What follows belongs to an exercise in optimizing a design on an open flow for small area, a short achievable clock period and few clock cycles; a production flow would make more cautious choices.
Function was checked by simulation only, so behaviour that the tests miss may differ from the original.
Power figures rest on the tool's default switching activity, not on a simulated workload.

== sierra ==
==> flow/design.v (excerpt) <==
module crc4pc (
    input  wire        clk,
    input  wire        rst,
    input  wire        req_valid,
    input  wire        req_write,
    input  wire        req_mem,
    input  wire [7:0]  req_addr,
    input  wire [31:0] req_wdata,
    output wire        req_ready,
    output reg         rsp_valid,
    output reg  [31:0] rsp_rdata
);
Settings: LEC_CHECK=0, CAP_MARGIN=10, CORE_MARGIN=2, CORE_UTILIZATION=50, PLACE_DENSITY=0.7, SETUP_SLACK_MARGIN=3.5, SLEW_MARGIN=10; clock period 9.0 ns.
run.sh (not shown) runs the stock make flow with config.mk's settings and CLKGATE_MAP_FILE= SYNTH_SCRIPT=/design/flow/synth_recipe.tcl, a recipe that flattens the netlist after the stock synthesis.
Testbench counts of sierra, summed over its fixed seeds: cycles 10,183.
Inputs modified between sierra and maple:
Settings: SLEW_MARGIN: 10 -> 20; PLACE_DENSITY: 0.7 -> 0.6; CORE_UTILIZATION: 50 -> 45; CAP_MARGIN: 10 -> 20.
--- outcome ---
Run comparison: maple classification of the worst setup path reg2reg; sierra classification of the worst setup path in2reg. Non-clock buffer count, maple and sierra: higher on sierra. The estimated power of maple ends up higher than the estimate for sierra. Going from sierra to maple, share of the final layout cell area in multi-input gates barely changed; area of all placed cells without fillers went up about 0.5%; sequential share of layout area went down by 0.25 points. Of maple and sierra, the lower area overhead of the layout relative to synthesis belongs to sierra.

== JK ==
Another version of the RTL of crc4pc (not shown whole).
Size in the first run: about 12000 cells after synthesis, about 140000 µm² of cells after synthesis.
==> flow/config.mk <==
export PLATFORM = sky130hd
export DESIGN_NAME = crc4pc
export DESIGN_NICKNAME = crc4pc
export VERILOG_FILES = /design/flow/design.v
export SDC_FILE = /design/flow/constraint.sdc
export NUM_CORES = 4
export LEC_CHECK = 0
export CAP_MARGIN = 20
export CORE_MARGIN = 2
export CORE_UTILIZATION = 30
export PLACE_DENSITY = 0.45
export SLEW_MARGIN = 20
==> flow/constraint.sdc <==
create_clock -name core_clock -period 9.0 [get_ports {clk}]
set_input_delay 1.8000 -clock core_clock [delete_from_list [all_inputs] [get_ports {clk}]]
set_output_delay 1.8000 -clock core_clock [all_outputs]
set_load 0.01 [all_outputs]
Testbench counts of JK, summed over its fixed seeds: cycles 10,205.
Relative to JK, the following input files were edited for MS:
-- flow/config.mk --
<<< JK, line 9
export CORE_MARGIN = 2
export CORE_UTILIZATION = 30
export PLACE_DENSITY = 0.45
export SLEW_MARGIN = 20
>>> MS, line 9
export CORE_MARGIN = 2
export CORE_UTILIZATION = 45
export PLACE_DENSITY = 0.6
export SETUP_SLACK_MARGIN = 2.5
export SLEW_MARGIN = 20
--- outcome ---
Cmp MS vs JK: fill cell instance count of the final layout lower in MS. Changes observed in MS relative to JK: first-iteration DRC count rose about 12%, power consumption now sits lower, global-route wire length before repair decreased 3.7%.
diff inputs: MS => AL
-- flow/config.mk --
<<< MS, line 7
export LEC_CHECK = 0
export CAP_MARGIN = 20
export CORE_MARGIN = 2
>>> AL, line 7
export LEC_CHECK = 0
export CAP_MARGIN = 10
export CORE_MARGIN = 2
<<< MS, line 11
export PLACE_DENSITY = 0.6
export SETUP_SLACK_MARGIN = 2.5
export SLEW_MARGIN = 20
>>> AL, line 11
export PLACE_DENSITY = 0.6
export SETUP_SLACK_MARGIN = 3.0
export SLEW_MARGIN = 10
--- outcome ---
Sequential cell count came out exactly the same in MS and AL. AL ends up with a part of the power in the clock network that is 0.3 points higher than in MS. Across both runs, post-CTS setup repair buffer count was higher for AL than for MS. Delta (AL minus MS): proportion of layout cells with a drive suffix above 1 increased by 1.4 points relative to the old numbers, critical path depth decreased by 9 relative to the old numbers.

crc4pc again, from the RTL that the note above started with.
==> flow/config.mk <==
export PLATFORM = sky130hd
export DESIGN_NAME = crc4pc
export DESIGN_NICKNAME = crc4pc
export VERILOG_FILES = /design/flow/design.v
export SDC_FILE = /design/flow/constraint.sdc
export NUM_CORES = 4
export LEC_CHECK = 0
export CAP_MARGIN = 10
export CORE_MARGIN = 2
export CORE_UTILIZATION = 50
export PLACE_DENSITY = 0.7
export SETUP_SLACK_MARGIN = 3.5
export SLEW_MARGIN = 10
==> flow/constraint.sdc <==
create_clock -name core_clock -period 9.0 [get_ports {clk}]
set_input_delay 1.8000 -clock core_clock [delete_from_list [all_inputs] [get_ports {clk}]]
set_output_delay 1.8000 -clock core_clock [all_outputs]
set_load 0.01 [all_outputs]
The first run passed the timing, design-rule and antenna checks.
Testbench counts at the start, summed over its fixed seeds: cycles 10,205.
Next try:
CAP_MARGIN = 20   (was 10)
CORE_UTILIZATION = 45   (was 50)
PLACE_DENSITY = 0.6   (was 0.7)
SLEW_MARGIN = 20   (was 10)
What happened:
- The changed run finished with timing, DRC and antenna clean
- via count shrinks by 1.4%
- count of clock-buffer cells in the layout grows by 31
- total power grows by 0.80%
- critical path depth shrinks by 12
- worst hold slack is worse by 0.0043 ns
- final cell count grows by 2.2%
- global-route usage shrinks by 3.0 points

## separate check: timing with driven ports
The results above use ideal ports. As a check the final layouts listed here were re-extracted and re-timed, cells and wires unchanged. Step 1 assumes that a clkbuf_16 drives the clock port and a buf_2 every other input. Step 2 times the ports against the registers' clock, not the clock port: input delays grow and output delays shrink by t, the midpoint of the rising clock arrivals with the driver on. Three values: no drivers, after step 1, after step 2; two values: the first two.
| run | shift t [ns] | slack for setup (ns) | worst setup path at the end | worst data-port slew with drivers (ns) |
|---|---|---|---|---|
| sierra | 1.030 | 3.331 / 3.410 / 2.380 | input to register | 0.08 |
| maple | 1.060 | 3.381 / 3.381 / 2.502 | input to register | 0.27 |
| JK | 1.059 | 1.350 / 1.350 / 0.497 | input to register | 0.32 |
| MS | 1.026 | 2.327 / 2.327 / 1.390 | input to register | 0.15 |
| AL | 1.026 | 2.887 / 2.887 / 2.034 | input to register | 0.24 |
| the first run of note 3 | 1.026 | 3.071 / 3.071 / 2.447 | input to register | 0.11 |
| the second run of note 3 | 1.037 | 3.050 / 3.050 / 2.488 | input to register | 0.09 |
After both steps setup and hold are still met in every run listed. For sierra, which loses most, drivers alone change the setup slack by +0.079 ns; drivers and shift together by -0.951 ns.
